This is an optimization exercise on Yosys and OpenROAD, whose aim is small area, not a production implementation.
The RTL was checked by simulation tests, not by an equivalence proof against the original design.
No driver is modelled on the clock port, so clocking that relies on it looks cheaper here than on a real chip.
Power is estimated from default activity; no workload was simulated.

==> design/flow/design.v <==
module ibus_core (
    input  wire        clk,
    input  wire        rst,           
    input  wire        rx,            
    output wire        tx,            
    output wire        tx_en,         
    input  wire        req_valid,
    input  wire        req_send,      
    input  wire [3:0]  req_cmd,
    input  wire [3:0]  req_id,
    input  wire [2:0]  req_len,       
    input  wire [31:0] req_data,      
    output reg         dec_valid,
    output wire [1:0]  dec_status,    
    output wire [3:0]  dec_cmd,
    output wire [3:0]  dec_id,
    output wire        frame_ready
);
    localparam [3:0] BC_START = 4'd15;
    localparam [3:0] BC_STOP  = 4'd8;
    localparam [3:0] BC_IDLE  = 4'd9;
    localparam [8:0] GAP_END = 9'h1FF;
    function [8:0] lfsr_back(input [8:0] s, input integer n);
        integer k;
        begin
            lfsr_back = s;
            for (k = 0; k < n; k = k + 1)
                lfsr_back = {lfsr_back[0] ^ lfsr_back[5], lfsr_back[8:1]};
        end
    endfunction
    localparam [8:0] GAP_SEED = lfsr_back(GAP_END, 320);
    reg        rx_s1, rx_s2;     
    reg  [3:0] ph;               
    reg  [3:0] bc;               
    reg        busy;             
    reg  [3:0] cnt;              
    reg        fp;               
    reg [39:0] sr;               
    reg  [7:0] acc;              
    reg  [2:0] hi;               
    reg        cy;               
    wire       gap_flag = &sr[39:31];
    reg        avail_q;          
    assign tx_en       = busy;
    wire       sr0_true = sr[0] ^ (busy && !bc[0]);
    assign dec_cmd     = sr[15:12];
    assign dec_id      = sr[11:8];
    assign dec_status  = {avail_q && !cy, avail_q && cy};
    wire dec_fire  = req_valid && !req_send && !busy;
    wire send_fire = req_valid &&  req_send && !busy && (req_len <= 3'd4);
    wire cur1 = cnt[0] && !cnt[1];
    wire cur2 = cnt[1] && !cnt[2];
    wire cur3 = cnt[2] && !cnt[3];
    wire cur4 = cnt[3];
    wire first = fp;
    wire pend  = fp;
    assign frame_ready = !busy && cnt[3] && cnt[0];
    wire   dec_avail   = frame_ready;
    wire bit_end  = (ph == 4'd15);
    wire in_data  = !bc[3];
    wire dshift   = bit_end && in_data;
    wire last     = (bc == 4'd7);
    wire at_idle  = (bc == BC_IDLE);
    wire char_end = bit_end && (bc == BC_STOP);
    wire r_chi  = cnt[3] && !cnt[2];             
    wire r_clo  = cnt[2] && !cnt[1];             
    wire t_clo  = !first && r_clo;
    wire t_body = !first && !r_clo && !r_chi;
    wire rx_valid    = !busy && char_end && rx_s2;
    wire rx_accept   = rx_valid && !send_fire;
    wire frame_start = rx_accept && gap_flag;
    wire rx_shift    = !busy && dshift;
    wire tx_shift = busy && dshift && t_body;
    always @(posedge clk) begin
        if (rst) begin
            rx_s1 <= 1'b1;
            rx_s2 <= 1'b1;
        end else begin
            rx_s1 <= rx;
            rx_s2 <= rx_s1;
        end
    end
    always @(posedge clk) begin
        if (send_fire)
            ph <= 4'd13;
        else if (!busy && at_idle)
            ph <= 4'd8;                  
        else if (!(busy && char_end))
            ph <= ph + 4'd1;
    end
    always @(posedge clk) begin
        if (rst) begin
            bc   <= BC_IDLE;
            busy <= 1'b0;
        end else if (send_fire) begin
            bc   <= BC_IDLE;
            busy <= 1'b1;
        end else begin
            if (at_idle) begin
                if (busy ? bit_end : !rx_s2)
                    bc <= BC_START;
            end else if (bit_end) begin
                if (!busy && bc == BC_START && rx_s2)
                    bc <= BC_IDLE;       
                else
                    bc <= bc + 4'd1;
            end
            if (busy && char_end && r_chi)
                busy <= 1'b0;
        end
    end
    always @(posedge clk) begin
        if (rst)
            cnt <= 4'b0000;
        else if (send_fire)
            cnt <= {req_len == 3'd0, req_len <= 3'd1, req_len <= 3'd2, req_len <= 3'd3};
        else if (frame_start)
            cnt <= 4'b0001;
        else if (busy ? char_end : ((rx_accept && !cur4) || (dec_fire && dec_avail)))
            cnt <= {cnt[2:0], !cnt[3]};
    end
    always @(posedge clk) begin
        if (send_fire)
            fp <= 1'b1;
        else if (busy) begin
            if (char_end)
                fp <= 1'b0;
        end else if (rx_accept && (frame_start || !cnt[2]))
            fp <= 1'b1;
        else if (rx_shift && last)
            fp <= 1'b0;
    end
    wire [8:0] gap_lfsr = {sr[31], sr[32], sr[33], sr[34], sr[35], sr[36], sr[37], sr[38], sr[39]};
    wire [8:0] gap_seed_sr;              
    genvar gk;
    generate
        for (gk = 0; gk < 9; gk = gk + 1) begin : g_seed
            assign gap_seed_sr[8 - gk] = GAP_SEED[gk];
        end
    endgenerate
    always @(posedge clk) begin
        if (send_fire)
            sr <= {req_data[31:23] ^ 9'h155, ~req_data[22:8], req_data[7:0] ^ 8'h55, ~req_cmd, ~req_id};
        else begin
            if (tx_shift || rx_shift)
                sr[7:0] <= ~{busy ? sr[8] : rx_s2, sr[7:1]};
            if (tx_shift || (rx_shift && cur1))
                sr[15:8] <= {busy ? sr[16] : rx_s2, sr[15:9]};
            if (tx_shift)
                sr[30:16] <= ~sr[31:17];
            if (!busy && rx_accept)
                sr[39:31] <= gap_seed_sr;
            else if (tx_shift || !busy)
                sr[38:31] <= sr[39:32];
            if (!busy && !rx_accept)
                sr[39] <= (gap_lfsr[8] ^ gap_lfsr[4]) | gap_flag;
        end
    end
    wire ld     = !busy && cur1;
    wire add_en = busy ? t_body : pend;
    wire a_in   = add_en && sr0_true;
    wire a_acc  = acc[0] && !ld;
    wire a_cy   = cy && !ld;
    wire s_bit  = a_acc ^ a_in ^ a_cy;
    wire c_out  = (a_acc & a_in) | (a_acc & a_cy) | (a_in & a_cy);
    wire rot    = dshift && (busy || pend);
    wire ok3    = (acc == 8'hFF) && ((sr[7:0] ^ 8'b10101010) == {7'h7F, ~hi[0]});
    always @(posedge clk) begin
        if (send_fire) begin
            acc <= 8'd4 + {5'd0, req_len};
            hi  <= 3'd0;
            cy  <= 1'b0;
        end else if (rot) begin
            acc <= {s_bit, acc[7:1]};
            cy  <= c_out && !last;
            if (last && ld)
                hi[1:0] <= 2'd0;
            else if (last)
                hi <= hi + {2'd0, c_out};
        end else if (rx_accept && cur3) begin
            cy <= ok3;
        end
    end
    always @(posedge clk) begin
        if (rst)
            dec_valid <= 1'b0;
        else
            dec_valid <= dec_fire;
    end
    always @(posedge clk) begin
        avail_q <= dec_avail;
    end
    reg t_bit;
    always @(*) begin
        if (first)
            t_bit = acc[0];
        else if (t_body)
            t_bit = sr0_true;
        else if (t_clo)
            t_bit = ~acc[0];
        else
            t_bit = !(bc[2:0] <= 3'd2 && hi[bc[1:0]]);
    end
    assign tx = !busy || !(bc == BC_START || (in_data && !t_bit));
endmodule
==> design/flow/flow/run.sh <==
#!/bin/bash
# The standard layout (standard.sh) with these changes:
# - synthesis maps the logic with ABC's area-oriented mapper (amap, the
#   script in abc_map.script) instead of ORFS's delay-oriented script; the
#   flip-flops are mapped before ABC runs, so they are the same as in the
#   standard synthesis;
# - the port buffers are the smallest buffer cell instead of the delay cell
#   buffer_ports picks by default;
# - the clock tree: manual_cts.tcl splits the flip-flops into CLK_GROUPS
#   groups, each driven by one CLK_GROUP_CELL, and CTS builds the tree
#   from the clock port to those buffers only, of clkbuf_1, without dummy
#   loads.
set -euo pipefail
rm -rf scripts_area
cp -r "$FLOW_HOME/scripts" scripts_area
cp flow/abc_map.script scripts_area/abc_speed.script
export SCRIPTS_DIR="$PWD/scripts_area"
export BUFFER_PORTS_ARGS="-buffer_cell sky130_fd_sc_hd__buf_1"
export CLK_GROUPS=8
export CLK_GROUP_CELL=sky130_fd_sc_hd__clkbuf_4
export PRE_CTS_TCL="$PWD/flow/manual_cts.tcl"
export CTS_ARGS="-clk_nets clk -sink_clustering_enable -repair_clock_nets -dont_use_dummy_load -buf_list sky130_fd_sc_hd__clkbuf_1"
bash standard.sh > standard.log 2>&1
==> design/flow/flow/abc_map.script <==
strash
ifraig
dch -f
amap
topo
==> design/flow/flow/manual_cts.tcl <==
# Sourced by ORFS's cts.tcl before clock_tree_synthesis (PRE_CTS_TCL).
# The flip-flops are split into CLK_GROUPS groups of about equal size by
# their angle around the centre of all flip-flops; each group gets one
# CLK_GROUP_CELL buffer at its centre, and clock_tree_synthesis, run on the clock port's
# net only, then drives these buffers. Every flip-flop is behind exactly one
# group buffer and one small tree from the port, so the clock reaches all of
# them through the same kind of path.
proc manual_clock_buffers {nb cell} {
  set block [ord::get_db_block]
  set master [[ord::get_db] findMaster $cell]
  set clknet [$block findNet clk]
  set sinks {}
  foreach it [$clknet getITerms] {
    set bb [[$it getInst] getBBox]
    lappend sinks [list $it [expr {([$bb xMin] + [$bb xMax]) / 2.0}] [expr {([$bb yMin] + [$bb yMax]) / 2.0}]]
  }
  set n [llength $sinks]
  set cx 0.0
  set cy 0.0
  foreach s $sinks {
    set cx [expr {$cx + [lindex $s 1]}]
    set cy [expr {$cy + [lindex $s 2]}]
  }
  set cx [expr {$cx / $n}]
  set cy [expr {$cy / $n}]
  set withang {}
  foreach s $sinks {
    lappend withang [list {*}$s [expr {atan2([lindex $s 2] - $cy, [lindex $s 1] - $cx)}]]
  }
  set sorted [lsort -real -index 3 $withang]
  set per [expr {int(ceil(double($n) / $nb))}]
  for {set g 0} {$g < $nb} {incr g} {
    set grp [lrange $sorted [expr {$g * $per}] [expr {($g + 1) * $per - 1}]]
    if {[llength $grp] == 0} { continue }
    set gx 0.0
    set gy 0.0
    foreach s $grp {
      set gx [expr {$gx + [lindex $s 1]}]
      set gy [expr {$gy + [lindex $s 2]}]
    }
    set gx [expr {int($gx / [llength $grp])}]
    set gy [expr {int($gy / [llength $grp])}]
    set inst [odb::dbInst_create $block $master "clkbuf_grp_$g"]
    set net [odb::dbNet_create $block "clk_grp_$g"]
    $net setSigType CLOCK
    $inst setLocation $gx $gy
    $inst setPlacementStatus PLACED
    [$inst findITerm A] connect $clknet
    [$inst findITerm X] connect $net
    foreach s $grp {
      set it [lindex $s 0]
      $it disconnect
      $it connect $net
    }
  }
  puts "manual_clock_buffers: $n flip-flops in $nb groups of up to $per"
}

manual_clock_buffers $::env(CLK_GROUPS) $::env(CLK_GROUP_CELL)
==> design/flow/standard.sh <==
#!/bin/bash
# synth_recipe.tcl (not shown) runs the flow's synth.tcl, then flattens the netlist and writes it again
# the make line also repeats each setting of config.mk as NAME=value (left out here)
make -C /OpenROAD-flow-scripts/flow DESIGN_CONFIG=/design/flow/config.mk WORK_HOME=/design/flow/orfs CLKGATE_MAP_FILE= SYNTH_SCRIPT=/design/flow/synth_recipe.tcl "${@:-finish}"
==> design/flow/config.mk <==
export PLATFORM = sky130hd
export DESIGN_NAME = ibus_core
export DESIGN_NICKNAME = ibus_core
export VERILOG_FILES = /design/flow/design.v
export SDC_FILE = /design/flow/constraint.sdc
export NUM_CORES = 4
export LEC_CHECK = 0
export CAP_MARGIN = 0
export CORE_MARGIN = 2
export CORE_UTILIZATION = 40
export PLACE_DENSITY = 0.6
export SLEW_MARGIN = 0
==> design/flow/constraint.sdc <==
create_clock -name core_clock -period 10.0 [get_ports {clk}]
set_input_delay 2.0000 -clock core_clock [delete_from_list [all_inputs] [get_ports {clk}]]
set_output_delay 2.0000 -clock core_clock [all_outputs]
set_load 0.01 [all_outputs]
==> results.cfg, run 1 <==
[critical_path]
critPathLaunch = busy$_SDFFE_PP0P_
end_kind = output pin
critical_path_arrival_ps = 3170
path_cells = clkinv_1 -> nor2_1 -> nor2_1 -> a21oi_1 -> nor4_1 -> a2111oi_0 -> a211oi_1 -> o21ai_0 -> buf_1
critical-path-slowest-cell = dfxtp_1
required_ps = 8000
cp_max_fo = 17
r2r_start = busy$_SDFFE_PP0P_
worst-setup-path-type = flip-flop to output pin
rr_worst_depth = 10
slowest_delay_ps = 650
cp-start-kind = flip-flop
cp_common_cell = nor2_1

[synth]
syn_area_per_cell_um2 = 10.7
synth_top_area_share_pct = 44.8
synth_area_leaders = edfxtp_1 45%, dfxtp_1 14%, o22ai_1 5.1%, nor2_1 4.5%, clkinv_1 3.5%
synth.largest_area_cell = edfxtp_1
synth_flop_cell = edfxtp_1
synth_fp_nets = 358
syn_inst = 302
synth_edf_count = 48
yosys_warnings = 1
yosysUniqueCellTypes = 38
seq_area_frac_synth_pct = 58.5
syn_area_mm2 = 0.00322
ys_ff_latch = 70
synth_async_sr_flop_share_pct = 0

[clock_tree]
cts_resized = 0
cts_setup_buffers = 0
cts_tree = yes
clkLatencyLatePin_ps = 670
path_clk_slew_ps = 110
cts_buffers = 3
ctsHoldBuffers = 0

[finish]
drive_gt1_share_pct = 2.99
register_area_mm2 = 0.00188
multi_input_area_mm2 = 0.00118
layoutNonFillerInstCount = 470
final_area_mm2 = 0.00362
syn2layout_area_growth_pct = 12.4
fin_nets = 426
fillers = 767
antennaDiodeCount = 0
final_cell_mix = 61 x buf_1, 48 x edfxtp_1, 39 x nor2_1, 30 x clkinv_1, 26 x o22ai_1
layout_commonest_cell = buf_1

[grt]
grt_pass1_wl_um = 12700
antenna_found_initial = 0
grt.total_usage_pct = 18.2
grt_max_degree = 46
grt_pass1_vias = 2573
grt_overflow_total = 0

[sta]
worst_pin_slew_ps = 1160
timing.hold.ws_ps = 403
setup_viol = 0
fmax_ghz = 0.193
hold_viol = 0
totalNegativeSetupSlack_ps = 0
max_slew_margin_pct = 22.0
fin_crit_ps = 5170
final_max_slew_viol_count = 0
finalCritPeriodShare_pct = 51.7
clock_skew_ps = 25.6
rsz0062_at_grt = false

[placement]
dp_hpwl_um = 5500
port_buffers = 61
dp.cells = 459
post_dp_cell_area_mm2 = 0.00355
gp_routability_congestion = 0.878

[status]
status = timing/DRC/antenna clean

[floorplan]
start_util_pct = 41.4
die_w_um = 93.7
coreArea_mm2 = 0.00777
core.rowCount = 32
die_h_um = 93.7
num_io_pins = 62
dieArea_mm2 = 0.00878

[detailed_routing]
via_count = 2659
drc = 0
drt-initial-drc-count = 221
avgViaCountPerCell = 5.66
post_drt_wl_per_cell_um = 16.3
ant_nets = 0
routed_wl_um = 7670
drt-pass1-iter-count = 5

[pwr]
powerDensity_mw_per_mm2 = 162
vdd_drop_max_uv = 67.5
power_leakage_uw = 0.00116

[hold_path]
min_path_cells = 1
hp-start = rx_s1$_SDFF_PP1_
hold_path_class = flip-flop to flip-flop

[run]
maxCapViolCount = 0
cells in the mapped netlist (all sizes together) (3+ instances only):
| library cell | count |
|---|---|
| a21oi | 15 |
| or2 | 3 |
| nand4 | 4 |
| a221o | 5 |
| clkinv | 30 |
| o22ai | 26 |
| nor2 | 39 |
| o32ai | 4 |
| a31oi | 3 |
| nand2 | 15 |
| buf | 8 |
| ha | 7 |
| nor3 | 7 |
| o21ai | 16 |
| nor4 | 3 |
| dfxtp | 22 |
| o22a | 3 |
| o221ai | 4 |
| nand3 | 11 |
| edfxtp | 48 |
metal layers:
metal / share of wire (%) / GRT usage, % / vias up
met3: 8.4 / 3.85 / 16
met2: 44 / 28.3 / 110
met5: 0 / 0 / -
li1: - / - / 1293
met1: 46 / 25.7 / 1240
met4: 2.0 / 5.43 / 0
per-stage QoR:
stage | setup WS [ps] | total power [uW] | util [%]
2_1_floorplan | 3210 | 427 | -
3_3_place_gp | 5380 | 457 | 45.7
3_5_place_dp | 5280 | 459 | 45.7
4_1_cts | 4790 | 590 | 46.6
5_1_grt | 4460 | 616 | 46.6
6_report | 4830 | 585 | 46.6
state kept, by name, indices dropped and copies added (netlist names):
name       flops
hi             3
cy             1
busy           1
sr            40
rx_s2          1
acc            8
cnt            4
fp             1
bc             4
rx_s1          1
avail_q        1
dec_valid      1
ph             4
final cells by class, without the clock buffers:
type                       count  share of cell area (%)
tap                          102                    3.53
buffer                         8                    1.66
multi-input combinational    194                    32.6
inverter                      30                    3.11
sequential                    70                    52.0
timing repair buffer          63                    6.74
kinds of logic after synthesis:
group | share of synthesized area, %
AND/OR/NAND/NOR | 13.6
AO/OA/AOI/OAI | 19.2
flip-flops | 58.5
buffers and inverters | 5.37
adder cells (fa/ha/maj) | 3.34
where the power goes:
part | total (uW) | internal (uW) | switching (uW) | leakage [uW]
registers | 366 | 346 | 20.6 | 0.000632
clock network | 132 | 41.3 | 91.1 | 0.0000403
logic | 86.4 | 35.0 | 51.3 | 0.000490
worst max-delay path: cells and delay by family, from the launching register on:
kind,cells,cell delay (ps)
AO/OA/AOI/OAI,4,830
AND/OR/NAND/NOR,3,380
buffers and inverters,2,670
flip-flops,1,650
worst paths after layout:
path | slack [ps] | endpoint
worst min-delay path | 400 | rx_s2$_SDFF_PP1_
worst max register to register | 6430 | cnt[3]$_SDFFE_PP0P_
worst min register to register | 400 | rx_s2$_SDFF_PP1_
worst max-delay path | 4830 | tx
==> run 2: changes to the inputs <==
--- a/design/flow/design.v
+++ b/design/flow/design.v
@@ -40,12 +40,11 @@
     reg  [2:0] hi;               
     reg        cy;               
     wire       gap_flag = &sr[39:31];
-    reg        avail_q;          
     assign tx_en       = busy;
     wire       sr0_true = sr[0] ^ (busy && !bc[0]);
     assign dec_cmd     = sr[15:12];
     assign dec_id      = sr[11:8];
-    assign dec_status  = {avail_q && !cy, avail_q && cy};
+    assign dec_status  = {sr[16] && !cy, sr[16] && cy};
     wire dec_fire  = req_valid && !req_send && !busy;
     wire send_fire = req_valid &&  req_send && !busy && (req_len <= 3'd4);
     wire cur1 = cnt[0] && !cnt[1];
@@ -148,6 +147,8 @@
                 sr[15:8] <= {busy ? sr[16] : rx_s2, sr[15:9]};
             if (tx_shift)
                 sr[30:16] <= ~sr[31:17];
+            else if (!busy)
+                sr[16] <= dec_avail;
             if (!busy && rx_accept)
                 sr[39:31] <= gap_seed_sr;
             else if (tx_shift || !busy)
@@ -187,9 +188,6 @@
         else
             dec_valid <= dec_fire;
     end
-    always @(posedge clk) begin
-        avail_q <= dec_avail;
-    end
     reg t_bit;
     always @(*) begin
         if (first)
==> design/flow/flow/abc_map.script (replaced) <==
strash
ifraig
dch -f
amap
strash
dch -f
amap
topo
==> results.cfg, run 2 <==
[synth]
synth_flop_cell = edfxtp_1
yosysUniqueCellTypes = 35
ys_ff_latch = 69
seq_area_frac_synth_pct = 58.4
synth_async_sr_flop_share_pct = 0
synthTopCellsByCount = 48 x edfxtp_1, 35 x nor2_1, 31 x clkinv_1
synth.largest_area_cell = edfxtp_1
synth_fp_nets = 361
yosys_warnings = 1
syn_area_mm2 = 0.00319
synthMostInstantiatedCell = edfxtp_1
synth_top_area_share_pct = 45.2
synth_edf_count = 48
syn_inst = 305
syn_area_per_cell_um2 = 10.5
synth_area_leaders = edfxtp_1 45%, dfxtp_1 13%, o22ai_1 4.9%, nor2_1 4.1%, clkinv_1 3.6%

[floorplan]
start_util_pct = 41.3
die_w_um = 93.3
dieArea_mm2 = 0.00870
num_io_pins = 62
die_h_um = 93.3
core.rowCount = 32
coreArea_mm2 = 0.00773

[clock_tree]
path_clk_slew_ps = 110
cts_buffers = 3
ctsHoldBuffers = 0
cts_resized = 0
cts_tree = yes
cts_setup_buffers = 0
clkLatencyLatePin_ps = 670

[detailed_routing]
via_count = 2550
avgViaCountPerCell = 5.40
drc = 0
routed_wl_um = 7290
drt-initial-drc-count = 122
post_drt_wl_per_cell_um = 15.4
ant_nets = 0
drt-pass1-iter-count = 5

[grt]
grt_pass1_vias = 2494
antenna_found_initial = 0
grt_pass1_wl_um = 12100
grt_max_degree = 56
grt.total_usage_pct = 17.3
grt_overflow_total = 0

[critical_path]
critical-path-slowest-cell = dfxtp_1
r2r_start = busy$_SDFFE_PP0P_
critical_path_arrival_ps = 2860
worst-path-stages = 8
required_ps = 8000
cpLargestDelayFamily = flip-flops
cp_max_fo = 17
cp_common_cell = nor2_1
path_cells = clkinv_1 -> nor2_1 -> nor2_1 -> a21oi_1 -> or2_0 -> a31oi_1 -> o21ai_0 -> buf_1
rr_worst_depth = 10
crit_buf_inv = 2
end_kind = output pin
r2r_slack_ps = 6570
reg2reg_to = cnt[3]$_SDFFE_PP0P_
cp-start-kind = flip-flop
slowest_delay_ps = 690
worst-setup-path-type = flip-flop to output pin

[pwr]
clock_power_share_pct = 22.3
power_frac_seq_pct = 62.6
p_comb_share_pct = 15.1
power_switching_uw = 162
internal-power_uw = 418
vdd_drop_max_uv = 101
powerDensity_mw_per_mm2 = 162
power_leakage_uw = 0.00119
p_sw_share_pct = 27.9

[placement]
post_dp_cell_area_mm2 = 0.00351
gp_routability_congestion = 0.861
dp_hpwl_um = 5110
dp.cells = 461
port_buffers = 61

[finish]
final_area_mm2 = 0.00359
fin_nets = 428
regMostFlops = sr
top_regs = sr: 40 flops, acc: 8 flops
syn2layout_area_growth_pct = 12.4
largest_reg_flops = 40
final_cell_mix = 61 x buf_1, 48 x edfxtp_1, 35 x nor2_1, 31 x clkinv_1
layout_commonest_cell = buf_1
antennaDiodeCount = 0
layoutNonFillerInstCount = 472
drive_gt1_share_pct = 2.97
final_core_util_pct = 46.4
fillers = 770

[sta]
clock_skew_ps = 72.7
worst_pin_slew_ps = 897
hold_viol = 0
final_max_slew_viol_count = 0
fin_crit_ps = 4860
totalNegativeSetupSlack_ps = 0
setup_viol = 0
fmax_ghz = 0.206
max_slew_margin_pct = 40.0
rsz0062_at_grt = false
timing.hold.ws_ps = 392
finalCritPeriodShare_pct = 48.6

[hold_path]
min_path_cells = 1
hp-start = rx_s1$_SDFF_PP1_
hold_end = rx_s2$_SDFF_PP1_
hold_path_class = flip-flop to flip-flop

[run]
maxCapViolCount = 0

[status]
status = timing/DRC/antenna clean
run 2: changes by cell type after synthesis, sizes merged, moves of 3 or more:
cell,previous run,this run
a221oi,0,5
o22a,3,0
a21oi,15,11
nor2,39,35
nor2b,2,5
nand2,15,25
run 2: layout make-up, without the clock buffers:
cell class / instances / area [um2] / area share [%]
Tap cell: 102 / 128 / 3.56
Multi-Input combinational cell: 196 / 1160 / 32.5
Buffer: 8 / 60.1 / 1.67
Inverter: 31 / 116 / 3.24
Timing Repair Buffer: 63 / 244 / 6.80
Sequential cell: 69 / 1860 / 51.9
run 2: stage by stage:
step / total power (uW) / worst slack [ps]
after floorplan: 425 / 2480
after global placement: 454 / 5770
after detailed placement: 457 / 5550
after CTS: 587 / 5050
after global routing: 615 / 4780
final: 580 / 5140
run 2: per-layer routing:
| metal | vias to the layer above | track usage (%) | share of wire [%] |
|---|---|---|---|
| li1 | 1278 | - | - |
| met1 | 1185 | 23.7 | 46 |
| met2 | 77 | 28.2 | 46 |
| met3 | 10 | 3.55 | 5.8 |
| met4 | 0 | 4.41 | 1.8 |
| met5 | - | 0 | 0 |
run 2: cell families (layout without fill, tap and decap cells):
family | Yosys count | count (layout) | share of synthesized area [%]
and+or+nand+nor | 101 | 101 | 14.3
AOI/OAI and AO/OA | 87 | 87 | 18.3
adders and majority gates | 8 | 8 | 3.37
buffers and inverters | 40 | 105 | 5.65
DFF | 69 | 69 | 58.4
run 2: how the worst max path moves through the flow:
stage	start	endpoint
CTS	busy$_SDFFE_PP0P_	tx
global placement	req_len[2]	cnt[2]$_SDFFE_PP0P_
floorplan	req_len[2]	cnt[0]$_SDFFE_PP0P_
finish	busy$_SDFFE_PP0P_	tx
global route	busy$_SDFFE_PP0P_	tx
detailed placement	req_len[2]	cnt[3]$_SDFFE_PP0P_
run 2: power by group through the flow:
| stage | logic, uW | clock network (uW) | registers (uW) |
|---|---|---|---|
| 3_3_place_gp | 85.9 | 0 | 368 |
| 2_1_floorplan | 61.8 | 0 | 364 |
| 4_1_cts | 88.8 | 135 | 363 |
| 6_report | 87.6 | 130 | 363 |
| 3_5_place_dp | 88.4 | 0 | 369 |
| 5_1_grt | 101 | 147 | 367 |
==> run 3: changes to the inputs <==
==> design/flow/flow/abc_map.script (replaced) <==
strash
ifraig
dch -f
amap
topo
==> results.cfg, run 3 <==
[status]
status = timing/DRC/antenna clean

[sta]
max_slew_margin_pct = 37.7
rsz0062_at_grt = false
setup_viol = 0
worst_pin_slew_ps = 931
clock_skew_ps = 46.8
fin_crit_ps = 5110
fmax_ghz = 0.196
hold_viol = 0
final_max_slew_viol_count = 0
finalCritPeriodShare_pct = 51.1
totalNegativeSetupSlack_ps = 0

[floorplan]
coreArea_mm2 = 0.00773
core.rowCount = 32
start_util_pct = 41.5
die_h_um = 93.5
die_w_um = 93.5
num_io_pins = 62
dieArea_mm2 = 0.00874

[synth]
synth_async_sr_flop_share_pct = 0
syn_area_per_cell_um2 = 10.4
synth_fp_nets = 364
yosys_warnings = 1
seq_area_frac_synth_pct = 58.1
synth_top_area_share_pct = 45.0
ys_ff_latch = 69
syn_area_mm2 = 0.00320
synth.largest_area_cell = edfxtp_1
synthTopCellsByCount = 48 x edfxtp_1, 42 x nor2_1, 33 x clkinv_1
synth_flop_cell = edfxtp_1
synth_area_leaders = edfxtp_1 45%, dfxtp_1 13%, nor2_1 4.9%, o22ai_1 4.9%, clkinv_1 3.9%
yosysUniqueCellTypes = 38
synth_edf_count = 48
syn_inst = 308
synthMostInstantiatedCell = edfxtp_1

[grt]
grt.total_usage_pct = 17.0
grt_max_degree = 61
grt_pass1_vias = 2521
antenna_found_initial = 0
grt_overflow_total = 0
grt_pass1_wl_um = 11800

[critical_path]
r2r_start = busy$_SDFFE_PP0P_
worst-setup-path-type = flip-flop to output pin
cp-start-kind = flip-flop
reg2reg_to = cnt[3]$_SDFFE_PP0P_
required_ps = 8000
end_kind = output pin
critical_path_arrival_ps = 3110
rr_worst_depth = 9
critPathLaunch = busy$_SDFFE_PP0P_
cp_max_fo = 13
r2r_slack_ps = 6910

[finish]
fillers = 781
largest_reg_flops = 40
top_regs = sr: 40 flops, acc: 8 flops
register_area_mm2 = 0.00186
fin_nets = 431
drive_gt1_share_pct = 2.95
layoutNonFillerInstCount = 475
final_cell_mix = 61 x buf_1, 48 x edfxtp_1, 42 x nor2_1, 33 x clkinv_1, 25 x o22ai_1
syn2layout_area_growth_pct = 12.4
layout_commonest_cell = buf_1
antennaDiodeCount = 0
final_core_util_pct = 46.6
multi_input_area_mm2 = 0.00117
regMostFlops = sr
final_area_mm2 = 0.00360

[pwr]
p_sw_share_pct = 29.6
clock_power_share_pct = 20.6
power_leakage_uw = 0.00117
p_comb_share_pct = 19.1
power_switching_uw = 183
internal-power_uw = 436
power_frac_seq_pct = 60.2
powerDensity_mw_per_mm2 = 172
vdd_drop_max_uv = 107

[hold_path]
hold_end = rx_s2$_SDFF_PP1_
min_path_cells = 1
hold_path_class = flip-flop to flip-flop
hp-start = rx_s1$_SDFF_PP1_

[placement]
gp_routability_congestion = 0.830
post_dp_cell_area_mm2 = 0.00353
port_buffers = 61
dp_hpwl_um = 5060
dp.cells = 464

[clock_tree]
clkLatencyLatePin_ps = 650
ctsHoldBuffers = 0
path_clk_slew_ps = 90
cts_tree = yes
cts_buffers = 3
cts_setup_buffers = 0
cts_resized = 0

[detailed_routing]
ant_nets = 0
routed_wl_um = 7250
drc = 0
drt-pass1-iter-count = 4
post_drt_wl_per_cell_um = 15.3
via_count = 2559
avgViaCountPerCell = 5.39
drt-initial-drc-count = 93

[run]
maxCapViolCount = 0
[run 3: cell types whose count changed after synthesis, moves of 3 or more]
cell      delta
a21oi_1      +5
a221oi_1     -4
nand2_1      -5
nand4_1      +4
nor2_1       +7
o21ai_0      -3
o22a_1       +3
or2_0        -3
[run 3: cells by family (layout without fill, tap and decap cells)]
family / count (synthesis) / after routing / share of synthesized area (%)
buffers and inverters: 42 / 107 / 5.86
AND/OR/NAND/NOR: 101 / 101 / 14.2
flip-flops: 69 / 69 / 58.1
AO/OA/AOI/OAI: 88 / 88 / 18.5
adder cells (fa/ha/maj): 8 / 8 / 3.36
[run 3: critical path, cell delays in order, from the launching register on]
cell and delay [ps]:
dfxtp_1 590, clkinv_1 470, nor2_1 250, nor2_1 60
a21oi_1 170, nor4_1 70, a2111oi_0 360, a211oi_1 90
o21ai_0 230, buf_1 180
[run 3: power by group through the flow]
| stage | logic, uW | registers, uW | clock network (uW) |
|---|---|---|---|
| final | 119 | 373 | 128 |
| after global routing | 134 | 378 | 145 |
| after CTS | 120 | 373 | 135 |
| after detailed placement | 120 | 379 | 0 |
| after global placement | 116 | 378 | 0 |
| after floorplan | 87.5 | 373 | 0 |
[run 3: layer usage]
| metal | wire (um) | track usage [%] | vias up |
|---|---|---|---|
| li1 | - | - | 1284 |
| met1 | 3300 | 23.3 | 1195 |
| met2 | 3450 | 27.4 | 64 |
| met3 | 348 | 3.30 | 16 |
| met4 | 153 | 5.02 | 0 |
| met5 | 0 | 0 | - |
[run 3: worst max-delay path by stage]
stage | endpoint | cells after the start
floorplan | cnt[3]$_SDFFE_PP0P_ | 8
global placement | tx | 9
detailed placement | tx | 9
CTS | tx | 9
global route | tx | 9
finish | tx | 9
[run 3: layout make-up, without the clock buffers]
class	instances	share of cell area (%)
Sequential cell	69	51.7
Multi-Input combinational cell	197	32.6
Timing Repair Buffer	63	6.78
Tap cell	102	3.54
Inverter	33	3.44
Buffer	8	1.67
[run 3: through the flow]
| stage | total power [uW] | setup WS (ps) | hold WS (ps) |
|---|---|---|---|
| 6_report | 620 | 4890 | 430 |
| 2_1_floorplan | 460 | 3210 | 391 |
| 4_1_cts | 628 | 4880 | 433 |
| 3_5_place_dp | 499 | 5620 | 411 |
| 3_3_place_gp | 494 | 5700 | 394 |
| 5_1_grt | 657 | 4500 | 458 |
==> run 4: changes to the inputs <==
--- a/design/flow/flow/run.sh
+++ b/design/flow/flow/run.sh
@@ -16,7 +16,7 @@
 cp flow/abc_map.script scripts_area/abc_speed.script
 export SCRIPTS_DIR="$PWD/scripts_area"
 export BUFFER_PORTS_ARGS="-buffer_cell sky130_fd_sc_hd__buf_1"
-export CLK_GROUPS=8
+export CLK_GROUPS=7
 export CLK_GROUP_CELL=sky130_fd_sc_hd__clkbuf_4
 export PRE_CTS_TCL="$PWD/flow/manual_cts.tcl"
 export CTS_ARGS="-clk_nets clk -sink_clustering_enable -repair_clock_nets -dont_use_dummy_load -buf_list sky130_fd_sc_hd__clkbuf_1"
==> results.cfg, run 4 <==
[synth]
synth_edf_count = 48
synthTopCellsByCount = 48 x edfxtp_1, 42 x nor2_1, 33 x clkinv_1
syn_inst = 308
seq_area_frac_synth_pct = 58.1
synth_flop_cell = edfxtp_1
syn_area_per_cell_um2 = 10.4
ys_ff_latch = 69
yosysUniqueCellTypes = 38
synth_area_leaders = edfxtp_1 45%, dfxtp_1 13%, nor2_1 4.9%, o22ai_1 4.9%, clkinv_1 3.9%
syn_area_mm2 = 0.00320
synth_fp_nets = 364
synth.largest_area_cell = edfxtp_1
yosys_warnings = 1
synthMostInstantiatedCell = edfxtp_1
synth_top_area_share_pct = 45.0
synth_async_sr_flop_share_pct = 0

[finish]
final_cell_mix = 61 x buf_1, 48 x edfxtp_1, 42 x nor2_1, 33 x clkinv_1, 25 x o22ai_1
drive_gt1_share_pct = 2.69
regMostFlops = sr
top_regs = sr: 40 flops, acc: 8 flops
final_core_util_pct = 46.5
fin_nets = 430
largest_reg_flops = 40
layout_commonest_cell = buf_1
syn2layout_area_growth_pct = 12.1
final_area_mm2 = 0.00359
antennaDiodeCount = 0

[sta]
worst_pin_slew_ps = 926
totalNegativeSetupSlack_ps = 0
finalCritPeriodShare_pct = 50.0
hold_viol = 0
clock_skew_ps = 123
timing.final.ws_setup_ps = 5000
final_max_slew_viol_count = 0
setup_viol = 0
fin_crit_ps = 5000
rsz0062_at_grt = false
max_slew_margin_pct = 38.0
fmax_ghz = 0.200

[placement]
dp_hpwl_um = 5060
post_dp_cell_area_mm2 = 0.00353
port_buffers = 61
gp_routability_congestion = 0.830
detailedPlace.worstSlack_ps = 5620

[detailed_routing]
avgViaCountPerCell = 5.38
post_drt_wl_per_cell_um = 15.3
via_count = 2552
drt-initial-drc-count = 101
ant_nets = 0
drt-pass1-iter-count = 4
routed_wl_um = 7240
drc = 0

[floorplan]
core.rowCount = 32
start_util_pct = 41.5
die_w_um = 93.5
die_h_um = 93.5
coreArea_mm2 = 0.00773
num_io_pins = 62
dieArea_mm2 = 0.00874

[critical_path]
required_ps = 8000
worst-setup-path-type = flip-flop to output pin
cp_max_fo = 13
critical_path_arrival_ps = 3000
end_kind = output pin
cp-start-kind = flip-flop

[clock_tree]
path_clk_slew_ps = 100
cts_resized = 0
clkLatencyLatePin_ps = 670
ctsHoldBuffers = 0
cts_setup_buffers = 0
cts_buffers = 3
cts_tree = yes

[pwr]
power_leakage_uw = 0.00117
power.total_uw = 615
vdd_drop_max_uv = 78.8
powerDensity_mw_per_mm2 = 171

[grt]
grt_overflow_total = 0
antenna_found_initial = 0
grt_pass1_wl_um = 11800
grt_pass1_vias = 2519
grt.total_usage_pct = 17.0
grt_max_degree = 61

[run]
maxCapViolCount = 0

[status]
status = timing/DRC/antenna clean

[hold_path]
hold_path_class = flip-flop to flip-flop
## run 4: cell count changes in the layout (fill, tap and decap cells not counted), sizes merged
cell,before,now
clkbuf,11,10
## run 4: cell families (layout without fill, tap and decap cells)
group,after synthesis,after routing,synth area share (%)
fa+ha+maj,8,8,3.36
buf+inv,42,106,5.86
compound gates,88,88,18.5
flops,69,69,58.1
simple gates,101,101,14.2
## run 4: stage by stage
step / std cells / hold slack (ps)
after floorplan: 308 / 391
after global placement: 464 / 394
after detailed placement: 464 / 411
after CTS: 474 / 434
after global routing: 474 / 460
final: 474 / 432
## run 4: area by class of cell, without the clock buffers
type | instances | area (um2)
fill | 787 | 4130
sequential | 69 | 1860
multi-input combinational | 197 | 1170
timing repair buffer | 63 | 244
tap | 102 | 128
inverter | 33 | 124
buffer | 7 | 52.6
## run 4: path summary, 6_finish.rpt
kind | from | end | slack, ps | cells after the start
min reg2reg | rx_s1$_SDFF_PP1_ | rx_s2$_SDFF_PP1_ | 430 | 1
min | rx_s1$_SDFF_PP1_ | rx_s2$_SDFF_PP1_ | 430 | 1
max reg2reg | busy$_SDFFE_PP0P_ | bc[3]$_SDFFE_PP1P_ | 6970 | 9
max | busy$_SDFFE_PP0P_ | tx | 5000 | 9
## run 4: critical path, cell delays in order, from the launching register on
cell	delay, ps
dfxtp_1	590
clkinv_1	470
nor2_1	250
nor2_1	60
a21oi_1	160
nor4_1	70
a2111oi_0	350
a211oi_1	90
o21ai_0	230
buf_1	180
## run 4: power breakdown
part	switching [uW]	total (uW)	internal (uW)
Combinational	72.4	118	46.1
Clock	86.8	124	37.0
Sequential	24.2	373	349
## run 4: per-layer routing
layer,vias up,wire (um),GRT usage (%)
met3,16,307,2.74
met2,60,3430,27.0
met5,-,0,0
li1,1284,-,-
met4,0,174,5.88
met1,1192,3330,23.6
==> run 5: changes to the inputs <==
==> design/flow/flow/abc_map.script (replaced) <==
strash
ifraig
dch -f
amap -m
topo
==> results.cfg, run 5 <==
[pwr]
vdd_drop_max_uv = 89.7
internal-power_uw = 432
power_switching_uw = 183
clock_power_share_pct = 20.2
powerDensity_mw_per_mm2 = 171
p_comb_share_pct = 19.2
power_frac_seq_pct = 60.7
power_leakage_uw = 0.00117
power.total_uw = 615
p_sw_share_pct = 29.8

[floorplan]
die_w_um = 93.6
coreArea_mm2 = 0.00777
dieArea_mm2 = 0.00876
num_io_pins = 62
start_util_pct = 41.3
die_h_um = 93.6
core.rowCount = 32

[synth]
syn_inst = 308
yosys_warnings = 1
synth_mux_area_share_pct = 0
yosys.area_share.adder_pct = 3.35
synthSimpleGateAreaFrac_pct = 14.2
syn_area_per_cell_um2 = 10.4
synth_top_family_by_area = compound AO/OA/AOI/OAI gates
synth_top_area_share_pct = 44.9
ys_ff_latch = 69
seq_area_frac_synth_pct = 58.0
synth-compound-area-share_pct = 18.5
synth_fp_nets = 364
synth_flop_cell = edfxtp_1
synth_edf_count = 48
synth_area_leaders = edfxtp_1 45%, dfxtp_1 13%, nor2_1 5.1%, o22ai_1 4.9%, clkinv_1 4.0%
synth_xor_area_share_pct = 0
synth_async_sr_flop_share_pct = 0
syn_area_mm2 = 0.00321
synthTopCellsByCount = 48 x edfxtp_1, 44 x nor2_1, 34 x clkinv_1
synth.largest_area_cell = edfxtp_1
yosysUniqueCellTypes = 40
synthMostInstantiatedCell = edfxtp_1

[clock_tree]
cts_setup_buffers = 0
cts_buffers = 3
cts_tree = yes
ctsHoldBuffers = 0
path_clk_slew_ps = 100
cts_resized = 0
clkLatencyLatePin_ps = 640

[hold_path]
min_path_cells = 1
hold_path_class = flip-flop to flip-flop
hold_end = rx_s2$_SDFF_PP1_
hp-start = rx_s1$_SDFF_PP1_

[sta]
max_slew_margin_pct = 40.9
final_max_slew_viol_count = 0
clock_skew_ps = 23.3
finalCritPeriodShare_pct = 50.4
rsz0062_at_grt = false
totalNegativeSetupSlack_ps = 0
fmax_ghz = 0.198
hold_viol = 0
worst_pin_slew_ps = 882
timing.final.ws_setup_ps = 4960
fin_crit_ps = 5040
setup_viol = 0

[grt]
grt_overflow_total = 0
grt_use_met3_pct = 3.14
grt_max_degree = 63
busiest_layer = met2
grt_pass1_wl_um = 11800
grt_use_met1_pct = 23.2
grt.total_usage_pct = 16.9
grt_pass1_vias = 2482
grtUsageMet2_pct = 27.6
antenna_found_initial = 0

[critical_path]
worst-setup-path-type = flip-flop to output pin
required_ps = 8000
critPathLaunch = busy$_SDFFE_PP0P_
end_kind = output pin
cp-start-kind = flip-flop
cp_max_fo = 13
critical_path_arrival_ps = 3040
r2r_start = busy$_SDFFE_PP0P_
reg2reg_to = cnt[3]$_SDFFE_PP0P_
r2r_slack_ps = 6910
rr_worst_depth = 9

[finish]
drive_gt1_share_pct = 2.69
antennaDiodeCount = 0
register_area_mm2 = 0.00186
syn2layout_area_growth_pct = 12.1
fillers = 753
fin_nets = 430
layout_commonest_cell = buf_1
final_cell_mix = 61 x buf_1, 48 x edfxtp_1, 44 x nor2_1, 34 x clkinv_1, 25 x o22ai_1
multi_input_area_mm2 = 0.00117
top_regs = sr: 40 flops, acc: 8 flops
final_area_mm2 = 0.00360
largest_reg_flops = 40
regMostFlops = sr

[placement]
post_dp_cell_area_mm2 = 0.00354
dp_hpwl_um = 4990
gp_routability_congestion = 0.783
detailedPlace.worstSlack_ps = 5590
port_buffers = 61

[status]
status = timing/DRC/antenna clean

[detailed_routing]
via_count = 2557
post_drt_wl_per_cell_um = 15.1
ant_nets = 0
avgViaCountPerCell = 5.39
drt-initial-drc-count = 173
drt-pass1-iter-count = 4
drc = 0
routed_wl_um = 7140

[run]
maxCapViolCount = 0
## run 5: area by class of cell, without the clock buffers
type,instances,share of cell area (%)
repair buffers,63,6.78
multi-input cells,196,32.6
plain buffers,7,1.46
well taps,102,3.55
flip-flops and latches,69,51.7
inverters,34,3.55
## run 5: worst max-delay path by stage
stage,to,slack [ps],cells after the start
after CTS,tx,4900,9
after detailed placement,cnt[3]$_SDFFE_PP0P_,5590,11
final,tx,4960,9
after floorplan,cnt[3]$_SDFFE_PP0P_,3230,8
after global routing,tx,4680,9
after global placement,cnt[3]$_SDFFE_PP0P_,5680,11
## run 5: metrics by stage
stage          cells  util [%]  hold slack, ps
4_1_cts          474      46.3             433
3_5_place_dp     464      45.5             410
3_3_place_gp     464      45.5             404
5_1_grt          474      46.3             464
2_1_floorplan    308         -             391
6_report         474      46.3             430
## run 5: metal layers
layer	part of all wire [%]	wire (um)
met5	0	0
met4	2.1	153
met3	4.9	351
met2	46	3280
met1	47	3360
## run 5: cells by family after synthesis
logic type	count (synthesis)
and+or+nand+nor	101
AOI/OAI and AO/OA	87
DFF	69
buffers and inverters	43
adders and majority gates	8
## run 5: power by group through the flow
| stage | clock [uW] | combinational [uW] | sequential [uW] |
|---|---|---|---|
| final | 124 | 118 | 373 |
| after global routing | 137 | 138 | 377 |
| after CTS | 128 | 119 | 372 |
| after detailed placement | 0 | 118 | 378 |
| after global placement | 0 | 118 | 378 |
| after floorplan | 0 | 87.9 | 372 |
## run 5: critical path: stages, from the launching register on
cell	delay, ps
dfxtp_1	600
clkinv_1	470
nor2_1	250
nor2_1	60
a21oi_1	170
nor4_1	60
a2111oi_0	350
a211oi_1	90
o21ai_0	210
buf_1	180
==> run 6: changes to the inputs <==
==> design/flow/flow/abc_map.script (replaced) <==
strash
ifraig
dch -f
amap -F 5 -A 5
topo
==> results.cfg, run 6 <==
[synth]
synth_flop_cell = edfxtp_1
ys_ff_latch = 69
synth_edf_count = 48
synth_async_sr_flop_share_pct = 0
synthMostInstantiatedCell = edfxtp_1
syn_area_mm2 = 0.00322
synthTopCellsByCount = 48 x edfxtp_1, 42 x nor2_1, 41 x clkinv_1
seq_area_frac_synth_pct = 57.9
synth_area_leaders = edfxtp_1 45%, dfxtp_1 13%, nor2_1 4.9%, o22ai_1 4.9%, clkinv_1 4.8%
yosysUniqueCellTypes = 38
syn_inst = 310
synth_top_area_share_pct = 44.8
syn_area_per_cell_um2 = 10.4
synth_fp_nets = 366
yosys_warnings = 1
synth.largest_area_cell = edfxtp_1

[critical_path]
reg2reg_to = cnt[0]$_SDFFE_PP0P_
required_ps = 10530
cp_max_fo = 45
r2r_start = busy$_SDFFE_PP0P_
worst-setup-path-type = primary input to flip-flop
rr_worst_depth = 13
cp-start-kind = primary input
end_kind = flip-flop
critical_path_arrival_ps = 5130
r2r_slack_ps = 5700

[finish]
top_regs = sr: 40 flops, acc: 8 flops
largest_reg_flops = 40
fin_nets = 432
drive_gt1_share_pct = 2.67
syn2layout_area_growth_pct = 12.0
regMostFlops = sr
layout_commonest_cell = buf_1
final_cell_mix = 61 x buf_1, 48 x edfxtp_1, 42 x nor2_1, 41 x clkinv_1, 25 x o22ai_1

[placement]
dp_hpwl_um = 5200
detailedPlace.worstSlack_ps = 4820
gp_routability_congestion = 0.884
port_buffers = 61

[sta]
timing.final.ws_setup_ps = 5400
fin_crit_ps = 4600
fmax_ghz = 0.217
rsz0062_at_grt = false
setup_viol = 0
hold_viol = 0
max_slew_margin_pct = 23.7
worst_pin_slew_ps = 1130
clock_skew_ps = 34.0
finalCritPeriodShare_pct = 46.0
totalNegativeSetupSlack_ps = 0
final_max_slew_viol_count = 0

[floorplan]
start_util_pct = 41.4
num_io_pins = 62
die_h_um = 93.7
coreArea_mm2 = 0.00777
die_w_um = 93.7
dieArea_mm2 = 0.00877
core.rowCount = 32

[detailed_routing]
drt-initial-drc-count = 150
ant_nets = 0
avgViaCountPerCell = 5.52
via_count = 2635
routed_wl_um = 7470
drt-pass1-iter-count = 5
drc = 0
post_drt_wl_per_cell_um = 15.7

[grt]
grt_overflow_total = 0
grt.total_usage_pct = 17.1
grt_pass1_vias = 2501
antenna_found_initial = 0
grt_max_degree = 62
grt_pass1_wl_um = 12000

[hold_path]
hold_path_class = flip-flop to flip-flop
hp-start = rx_s1$_SDFF_PP1_
hold_end = rx_s2$_SDFF_PP1_
min_path_cells = 1

[clock_tree]
cts_buffers = 3
cts_resized = 0
path_clk_slew_ps = 120
cts_tree = yes
ctsHoldBuffers = 0
clkLatencyLatePin_ps = 630
cts_setup_buffers = 0

[run]
maxCapViolCount = 0

[pwr]
power_leakage_uw = 0.00116
vdd_drop_max_uv = 71.5
powerDensity_mw_per_mm2 = 171

[status]
status = timing/DRC/antenna clean
==> run 6: cell families after synthesis <==
logic type,Yosys count,share of synthesized area [%]
buf+inv,50,6.77
fa+ha+maj,8,3.35
flops,69,57.9
simple gates,90,12.5
compound gates,93,19.5
==> run 6: metrics by stage <==
stage / hold slack (ps) / util [%] / instances / area [um2] / power, uW
6_report: 423 / 46.4 / 477 / 3600 / 616
5_1_grt: 433 / 46.3 / 476 / 3600 / 655
4_1_cts: 425 / 46.3 / 476 / 3600 / 622
3_5_place_dp: 402 / 45.5 / 466 / 3530 / 497
3_3_place_gp: 399 / 45.5 / 466 / 3530 / 494
2_1_floorplan: 391 / - / 310 / 3220 / 460
==> run 6: worst max path at each step <==
stage / cells after the start / slack, ps / endpoint / from
global placement: 14 / 4930 / cnt[3]$_SDFFE_PP0P_ / req_len[1]
global route: 14 / 5090 / cnt[3]$_SDFFE_PP0P_ / req_len[1]
detailed placement: 14 / 4820 / cnt[0]$_SDFFE_PP0P_ / req_len[1]
floorplan: 14 / 2390 / cnt[2]$_SDFFE_PP0P_ / req_len[1]
finish: 14 / 5400 / cnt[0]$_SDFFE_PP0P_ / req_len[1]
CTS: 9 / 5480 / tx / busy$_SDFFE_PP0P_
==> run 6: area by class of cell, without the clock buffers <==
cell class | count | area (um2)
flip-flops and latches | 69 | 1860
fillers | 779 | 4170
diodes | 1 | 2.50
well taps | 102 | 128
repair buffers | 63 | 244
inverters | 41 | 154
multi-input cells | 191 | 1150
plain buffers | 7 | 52.6
==> run 6: critical path, cell delays in order <==
cell,delay (ps)
buf_1,90
clkinv_1,120
nand2_1,150
a21oi_4,70
clkinv_1,50
buf_4,400
nand3_1,160
nor2_1,590
clkinv_1,280
nor2_1,270
nor2_1,110
o21ai_0,250
clkinv_1,230
a221oi_1,320
==> run 6: layer usage <==
metal | track usage [%] | routed length, um | vias up
li1 | - | - | 1301
met1 | 24.7 | 3570 | 1251
met2 | 26.4 | 3380 | 73
met3 | 2.97 | 410 | 10
met4 | 4.95 | 113 | 0
met5 | 0 | 0 | -
==> run 6: where the power goes <==
part / total, uW / leakage, uW / switching, uW / internal, uW
clock network: 125 / 0.0000358 / 88.4 / 37.0
registers: 375 / 0.000627 / 26.2 / 348
logic: 116 / 0.000496 / 70.2 / 45.7
total: 616 / 0.00116 / 185 / 431
==> run 7: changes to the inputs <==
==> design/flow/flow/abc_map.script (replaced) <==
strash
ifraig
dch -f
amap
strash
dch -f
amap
strash
dch -f
amap
topo
==> results.cfg, run 7 <==
[critical_path]
slowest_delay_ps = 770
cp-start-kind = flip-flop
worst-setup-path-type = flip-flop to output pin
end_kind = output pin
cp_max_fo = 17
r2r_start = busy$_SDFFE_PP0P_
critPathLaunch = busy$_SDFFE_PP0P_
path_cells = clkinv_1 -> nor2_1 -> a21oi_1 -> a21oi_1 -> o21ai_0 -> a221oi_1 -> o21ai_0 -> buf_1
critical_path_arrival_ps = 3030
critical-path-slowest-cell = dfxtp_1
required_ps = 8000

[floorplan]
coreArea_mm2 = 0.00773
die_w_um = 93.3
core.rowCount = 32
start_util_pct = 41.3
num_io_pins = 62
dieArea_mm2 = 0.00871
die_h_um = 93.3

[detailed_routing]
drt-initial-drc-count = 242
via_count = 2591
routed_wl_um = 7540
drt-pass1-iter-count = 5
ant_nets = 0
drc = 0
avgViaCountPerCell = 5.44
post_drt_wl_per_cell_um = 15.8

[finish]
fillers = 774
regMostFlops = sr
final_core_util_pct = 46.3
fin_nets = 432
antennaDiodeCount = 0
largest_reg_flops = 40
syn2layout_area_growth_pct = 12.0
top_regs = sr: 40 flops, acc: 8 flops
layout_commonest_cell = buf_1
drive_gt1_share_pct = 2.67
final_cell_mix = 61 x buf_1, 48 x edfxtp_1, 44 x nor2_1, 31 x clkinv_1, 27 x o22ai_1

[sta]
finalCritPeriodShare_pct = 50.3
timing.hold.ws_ps = 427
totalNegativeSetupSlack_ps = 0
fin_crit_ps = 5030
max_slew_margin_pct = 50.0
worst_pin_slew_ps = 746
hold_viol = 0
final_max_slew_viol_count = 0
setup_viol = 0
fmax_ghz = 0.199
rsz0062_at_grt = false
clock_skew_ps = 79.0

[clock_tree]
cts_tree = yes
path_clk_slew_ps = 100
ctsHoldBuffers = 0
cts_resized = 0
cts_setup_buffers = 0
clkLatencyLatePin_ps = 680
cts_buffers = 3

[synth]
synth_edf_count = 48
synthMostInstantiatedCell = edfxtp_1
syn_area_per_cell_um2 = 10.3
seq_area_frac_synth_pct = 58.3
synth_fp_nets = 366
syn_inst = 310
synth_flop_cell = edfxtp_1
synth_area_leaders = edfxtp_1 45%, dfxtp_1 13%, o22ai_1 5.3%, nor2_1 5.2%, clkinv_1 3.6%
ys_ff_latch = 69
yosys_warnings = 1
yosysUniqueCellTypes = 35
synth.largest_area_cell = edfxtp_1
synth_top_area_share_pct = 45.2
synthTopCellsByCount = 48 x edfxtp_1, 44 x nor2_1, 31 x clkinv_1
synth_async_sr_flop_share_pct = 0
syn_area_mm2 = 0.00319

[grt]
grt_pass1_vias = 2459
antenna_found_initial = 0
grt_max_degree = 32
grt_pass1_wl_um = 12300
grt_overflow_total = 0
grt.total_usage_pct = 17.9

[pwr]
powerDensity_mw_per_mm2 = 175
vdd_drop_max_uv = 79.6
power_leakage_uw = 0.00119
power.total_uw = 624

[status]
status = timing/DRC/antenna clean

[hold_path]
hp-start = rx_s1$_SDFF_PP1_
hold_path_class = flip-flop to flip-flop

[run]
maxCapViolCount = 0

[placement]
gp_routability_congestion = 0.907
port_buffers = 61
dp_hpwl_um = 5320
-- run 7: routing by layer --
metal	track usage, %	vias up	wire, um
li1	-	1286	-
met1	27.2	1198	3740
met2	26.3	98	3220
met3	3.46	9	488
met4	4.53	0	92
met5	0	-	0
-- run 7: per-stage QoR --
stage          instance area, um2  std cells  setup slack [ps]
6_report                     3570        476              4970
3_3_place_gp                 3510        466              5340
5_1_grt                      3570        476              4720
3_5_place_dp                 3510        466              5310
4_1_cts                      3570        476              4970
2_1_floorplan                3190        310              3120
-- run 7: area by class of cell, without the clock buffers --
| class | instances | area, um2 | share of cell area, % |
|---|---|---|---|
| inverters | 31 | 116 | 3.26 |
| flip-flops and latches | 69 | 1860 | 52.1 |
| plain buffers | 7 | 52.6 | 1.47 |
| repair buffers | 63 | 244 | 6.83 |
| multi-input cells | 201 | 1160 | 32.5 |
| well taps | 102 | 128 | 3.57 |
-- run 7: kinds of logic (layout without fill, tap and decap cells) --
| kind of cell | Yosys count | in the layout | share of synthesized area (%) |
|---|---|---|---|
| buf+inv | 40 | 104 | 5.64 |
| compound gates | 87 | 87 | 17.9 |
| simple gates | 106 | 106 | 14.7 |
| fa+ha+maj | 8 | 8 | 3.37 |
| flops | 69 | 69 | 58.3 |
-- run 7: final timing paths --
path,to,slack (ps),depth (start not counted)
setup / recovery,tx,4970,8
hold / removal,rx_s2$_SDFF_PP1_,430,1
setup reg to reg,cnt[2]$_SDFFE_PP0P_,6140,10
hold reg to reg,rx_s2$_SDFF_PP1_,430,1
-- run 7: power by group --
| group | switching [uW] | internal (uW) |
|---|---|---|
| Combinational | 75.8 | 45.7 |
| Sequential | 27.3 | 350 |
| Clock | 88.7 | 37.0 |
-- run 7: critical path: cells and delay by family (launching register included) --
kind	cells	cell delay [ps]
flops	1	770
buf+inv	2	680
compound gates	5	730
simple gates	1	240
==> run 8: changes to the inputs <==
==> design/flow/flow/abc_map.script (replaced) <==
strash
ifraig
dch -f
amap
strash
dch -f
amap
topo
==> results.cfg, run 8 <==
[sta]
final_max_slew_viol_count = 0
max_slew_margin_pct = 40.8
fmax_ghz = 0.206
clock_skew_ps = 22.1
setup_viol = 0
timing.final.ws_setup_ps = 5150
worst_pin_slew_ps = 884
hold_viol = 0
rsz0062_at_grt = false
totalNegativeSetupSlack_ps = 0
finalCritPeriodShare_pct = 48.5
fin_crit_ps = 4850

[critical_path]
cp-start-kind = flip-flop
critical-path-slowest-cell = dfxtp_1
path_cells = clkinv_1 -> nor2_1 -> nor2_1 -> a21oi_1 -> or2_0 -> a31oi_1 -> o21ai_0 -> buf_1
critical_path_arrival_ps = 2850
cp_common_cell = nor2_1
cp_max_fo = 17
slowest_delay_ps = 700
end_kind = output pin
worst-setup-path-type = flip-flop to output pin
required_ps = 8000

[clock_tree]
path_clk_slew_ps = 100
cts_setup_buffers = 0
cts_tree = yes
cts_resized = 0
cts_buffers = 3
ctsHoldBuffers = 0
clkLatencyLatePin_ps = 640

[floorplan]
start_util_pct = 41.3
coreArea_mm2 = 0.00773
core.rowCount = 32
die_w_um = 93.3
num_io_pins = 62
die_h_um = 93.3
dieArea_mm2 = 0.00870

[synth]
yosys_warnings = 1
ys_ff_latch = 69
synth_top_area_share_pct = 45.2
seq_area_frac_synth_pct = 58.4
yosysUniqueCellTypes = 35
synthMostInstantiatedCell = edfxtp_1
synth_fp_nets = 361
synth_async_sr_flop_share_pct = 0
synthTopCellsByCount = 48 x edfxtp_1, 35 x nor2_1, 31 x clkinv_1
syn_area_per_cell_um2 = 10.5
syn_area_mm2 = 0.00319
synth_area_leaders = edfxtp_1 45%, dfxtp_1 13%, o22ai_1 4.9%, nor2_1 4.1%, clkinv_1 3.6%
syn_inst = 305
synth.largest_area_cell = edfxtp_1
synth_flop_cell = edfxtp_1
synth_edf_count = 48

[grt]
antenna_found_initial = 0
grt_overflow_total = 0
grt_pass1_vias = 2487
grt.total_usage_pct = 17.3
grt_max_degree = 56
grt_pass1_wl_um = 12000

[detailed_routing]
drt-pass1-iter-count = 5
via_count = 2577
ant_nets = 0
post_drt_wl_per_cell_um = 15.5
drt-initial-drc-count = 150
routed_wl_um = 7290
avgViaCountPerCell = 5.47
drc = 0

[pwr]
vdd_drop_max_uv = 102
power_leakage_uw = 0.00119
powerDensity_mw_per_mm2 = 161
power.total_uw = 575

[status]
status = timing/DRC/antenna clean

[placement]
dp_hpwl_um = 5110
detailedPlace.worstSlack_ps = 5550
gp_routability_congestion = 0.861
post_dp_cell_area_mm2 = 0.00351
dp.cells = 461
port_buffers = 61

[finish]
final_cell_mix = 61 x buf_1, 48 x edfxtp_1, 35 x nor2_1, 31 x clkinv_1
regMostFlops = sr
fillers = 766
antennaDiodeCount = 0
layout_commonest_cell = buf_1
syn2layout_area_growth_pct = 12.2
layoutNonFillerInstCount = 471
drive_gt1_share_pct = 2.71
largest_reg_flops = 40
final_area_mm2 = 0.00358
fin_nets = 427
top_regs = sr: 40 flops, acc: 8 flops

[run]
maxCapViolCount = 0

[hold_path]
hold_path_class = flip-flop to flip-flop
run 8: changes by cell type after synthesis, sizes merged, moves of 3 or more:
cell   previous run  this run
a21oi            20        11
o22a              3         0
a22oi             1         4
a22o              0         3
o21ai            10        17
nor2             44        35
run 8: area by class of cell, without the clock buffers:
class	instances	area, um2	area share [%]
well taps	102	128	3.57
inverters	31	116	3.25
multi-input cells	196	1160	32.6
plain buffers	7	52.6	1.47
repair buffers	63	244	6.82
flip-flops and latches	69	1860	52.0
run 8: critical path: cells and delay by family, from the launching register on:
family / cells / cell delay [ps]
buffers and inverters: 2 / 660
DFF: 1 / 700
and+or+nand+nor: 3 / 440
AOI/OAI and AO/OA: 3 / 420
run 8: through the flow:
stage          utilization (%)  hold WS, ps
2_1_floorplan                -          391
3_3_place_gp              45.5          401
3_5_place_dp              45.5          404
4_1_cts                   46.3          428
5_1_grt                   46.3          480
6_report                  46.3          425
run 8: worst paths after layout:
kind	startpoint	end	slack [ps]	cells after the start
max	busy$_SDFFE_PP0P_	tx	5150	8
max reg2reg	busy$_SDFFE_PP0P_	cnt[3]$_SDFFE_PP0P_	6580	10
min	rx_s1$_SDFF_PP1_	rx_s2$_SDFF_PP1_	430	1
min reg2reg	rx_s1$_SDFF_PP1_	rx_s2$_SDFF_PP1_	430	1
run 8: logic make-up after synthesis:
group / Yosys count / share of synthesized area (%)
flip-flops: 69 / 58.4
adder cells (fa/ha/maj): 8 / 3.37
AND/OR/NAND/NOR: 101 / 14.3
AO/OA/AOI/OAI: 87 / 18.3
buffers and inverters: 40 / 5.65
run 8: power by group:
group	internal [uW]	switching [uW]
Combinational	34.0	53.9
Clock	36.9	86.8
Sequential	343	20.0
Total	414	161
run 8: routing by layer:
| metal | global-route usage, % | wire, um | vias to the layer above |
|---|---|---|---|
| met5 | 0 | 0 | - |
| li1 | - | - | 1273 |
| met1 | 23.6 | 3340 | 1222 |
| met4 | 4.53 | 94 | 0 |
| met2 | 28.1 | 3420 | 70 |
| met3 | 3.79 | 446 | 12 |
==> run 9: changes to the inputs <==
==> design/flow/flow/abc_map.script (replaced) <==
strash
ifraig
rewrite -z
refactor -z
resub -z
dch -f
amap
strash
dch -f
amap
topo
==> results.cfg, run 9 <==
[status]
status = timing/DRC/antenna clean

[synth]
synth_top_area_share_pct = 44.9
synth_flop_cell = edfxtp_1
yosys_warnings = 1
syn_area_mm2 = 0.00321
synth.largest_area_cell = edfxtp_1
syn_inst = 312
synthTopCellsByCount = 48 x edfxtp_1, 44 x nor2_1, 33 x clkinv_1
yosysUniqueCellTypes = 37
seq_area_frac_synth_pct = 58.0
ys_ff_latch = 69
synth_fp_nets = 368
syn_area_per_cell_um2 = 10.3
synth_area_leaders = edfxtp_1 45%, dfxtp_1 13%, nor2_1 5.1%, o22ai_1 5.1%, clkinv_1 3.9%
synth_edf_count = 48
synthMostInstantiatedCell = edfxtp_1
synth_async_sr_flop_share_pct = 0

[finish]
final_cell_mix = 61 x buf_1, 48 x edfxtp_1, 44 x nor2_1, 33 x clkinv_1, 26 x o22ai_1
final_core_util_pct = 46.2
largest_reg_flops = 40
syn2layout_area_growth_pct = 11.7
antennaDiodeCount = 0
fillers = 789
drive_gt1_share_pct = 2.66
fin_nets = 434
regMostFlops = sr
top_regs = sr: 40 flops, acc: 8 flops
layout_commonest_cell = buf_1

[pwr]
vdd_drop_max_uv = 99.5
powerDensity_mw_per_mm2 = 170
power_leakage_uw = 0.00121

[critical_path]
rr_worst_depth = 9
end_kind = output pin
reg2reg_to = sr[37]$_DFFE_PP_
crit_path_end = tx
critical_path_arrival_ps = 2980
required_ps = 8000
cp-start-kind = flip-flop
r2r_start = busy$_SDFFE_PP0P_
worst-setup-path-type = flip-flop to output pin
critPathLaunch = busy$_SDFFE_PP0P_
cp_max_fo = 14
r2r_slack_ps = 7010

[clock_tree]
cts_setup_buffers = 0
path_clk_slew_ps = 110
clkLatencyLatePin_ps = 670
cts_tree = yes
cts_buffers = 3
ctsHoldBuffers = 0
cts_resized = 0

[detailed_routing]
avgViaCountPerCell = 5.31
via_count = 2536
routed_wl_um = 7090
ant_nets = 0
post_drt_wl_per_cell_um = 14.8
drt-initial-drc-count = 120
drt-pass1-iter-count = 4
drc = 0

[floorplan]
die_h_um = 93.6
num_io_pins = 62
coreArea_mm2 = 0.00777
core.rowCount = 32
die_w_um = 93.6
dieArea_mm2 = 0.00876
start_util_pct = 41.3

[sta]
worst_pin_slew_ps = 1150
rsz0062_at_grt = false
fmax_ghz = 0.201
fin_crit_ps = 4980
max_slew_margin_pct = 22.4
timing.hold.ws_ps = 447
hold_viol = 0
finalCritPeriodShare_pct = 49.8
final_max_slew_viol_count = 0
setup_viol = 0
totalNegativeSetupSlack_ps = 0
clock_skew_ps = 101

[grt]
grt_pass1_vias = 2499
grt.total_usage_pct = 17.2
grt_overflow_total = 0
antenna_found_initial = 0
grt_pass1_wl_um = 12000
grt_max_degree = 49

[placement]
dp_hpwl_um = 5060
port_buffers = 61
gp_routability_congestion = 0.874

[hold_path]
hold_path_class = flip-flop to flip-flop

[run]
maxCapViolCount = 0
## run 9: layer usage
metal | vias up | routed length (um) | track usage, %
met3 | 12 | 506 | 3.55
met5 | - | 0 | 0
met2 | 77 | 2940 | 26.2
met4 | 0 | 120 | 4.23
met1 | 1163 | 3520 | 25.2
li1 | 1284 | - | -
## run 9: stage by stage
step	std cells	cell area (um2)	setup slack [ps]	power [uW]
final	478	3590	5020	610
after global routing	478	3590	4730	653
after CTS	478	3590	4990	616
after detailed placement	468	3520	5670	492
after global placement	468	3520	5710	490
after floorplan	312	3210	4670	456
## run 9: cells by family after synthesis
logic type,synth area share (%)
simple gates,14.8
fa+ha+maj,3.35
compound gates,18.0
buf+inv,5.85
flops,58.0
## run 9: worst min path at each step
stage                      from                to  cells after the start
2_1_floorplan  rx_s1$_SDFF_PP1_  rx_s2$_SDFF_PP1_                      1
4_1_cts        rx_s1$_SDFF_PP1_  rx_s2$_SDFF_PP1_                      1
3_3_place_gp   rx_s1$_SDFF_PP1_  rx_s2$_SDFF_PP1_                      1
5_1_grt        rx_s1$_SDFF_PP1_  rx_s2$_SDFF_PP1_                      1
6_report       rx_s1$_SDFF_PP1_  rx_s2$_SDFF_PP1_                      1
3_5_place_dp   rx_s1$_SDFF_PP1_  rx_s2$_SDFF_PP1_                      1
## run 9: where the power goes
group	switching (uW)	internal [uW]	total (uW)	leakage [uW]
sequential	22.3	341	364	0.000628
combinational	75.1	46.7	122	0.000542
clock	87.7	37.0	125	0.0000357
## run 9: final cells by class, without the clock buffers
class	count	area (um2)	share of cell area, %
Buffer	7	52.6	1.47
Inverter	33	124	3.45
Multi-Input combinational cell	201	1160	32.5
Sequential cell	69	1860	51.9
Tap cell	102	128	3.56
Timing Repair Buffer	63	244	6.80
## run 9: worst max-delay path, stage by stage (launching register included)
cell	delay (ps)
dfxtp_1	630
clkinv_1	440
nor2_1	230
nor2_1	60
a21oi_1	140
o21ai_0	100
a221oi_1	290
a211oi_1	90
o21ai_0	230
buf_1	190

-- what the ideal ports hide --
No port has a modelled driver above. Below, the same layouts with a new extraction and two added sets of constraints. Step 1 (the two cells are an assumption about what drives the block):
set clk [get_ports {clk}]
set_driving_cell -lib_cell sky130_fd_sc_hd__clkbuf_16 $clk
set_driving_cell -lib_cell sky130_fd_sc_hd__buf_2 [delete_from_list [all_inputs] $clk]
Step 2 moves the port delays by t, midway between the first and last clock arrival at a register: inputs arrive t later, outputs are due t later. That takes back most of the time a late clock gives input paths. a / b / c = ideal ports / drivers / drivers and shift; a / b = the first two.
| run | t (ns) | setup slack, ns | latest minus earliest clock arrival (ns) | slew at the worst register clock pin (ns) | worst slew at a driven data input, ns |
|---|---|---|---|---|---|
| run 1 | 0.684 | 4.826 / 4.797 / 5.245 | 0.026 / 0.025 | 0.11 / 0.11 | 0.04 |
| run 2 | 0.665 | 5.140 / 5.111 / 5.479 | 0.073 / 0.073 | 0.11 / 0.11 | 0.04 |
| run 3 | 0.652 | 4.891 / 4.863 / 5.515 | 0.052 / 0.052 | 0.11 / 0.11 | 0.04 |
| run 4 | 0.633 | 5.005 / 4.977 / 5.610 | 0.123 / 0.123 | 0.11 / 0.11 | 0.04 |
| run 5 | 0.653 | 4.962 / 4.933 / 5.586 | 0.023 / 0.023 | 0.11 / 0.11 | 0.04 |
| run 6 | 0.648 | 5.397 / 5.406 / 4.758 | 0.034 / 0.034 | 0.12 / 0.12 | 0.04 |
| run 7 | 0.667 | 4.970 / 4.941 / 5.211 | 0.080 / 0.080 | 0.12 / 0.12 | 0.04 |
| run 8 | 0.655 | 5.153 / 5.126 / 5.490 | 0.023 / 0.022 | 0.11 / 0.11 | 0.04 |
| run 9 | 0.644 | 5.025 / 4.997 / 5.642 | 0.101 / 0.101 | 0.11 / 0.11 | 0.04 |
After both steps setup and hold are still met in every run listed. The setup slack of run 6, which loses most, moves by +0.009 ns with the drivers and by -0.639 ns with both steps.
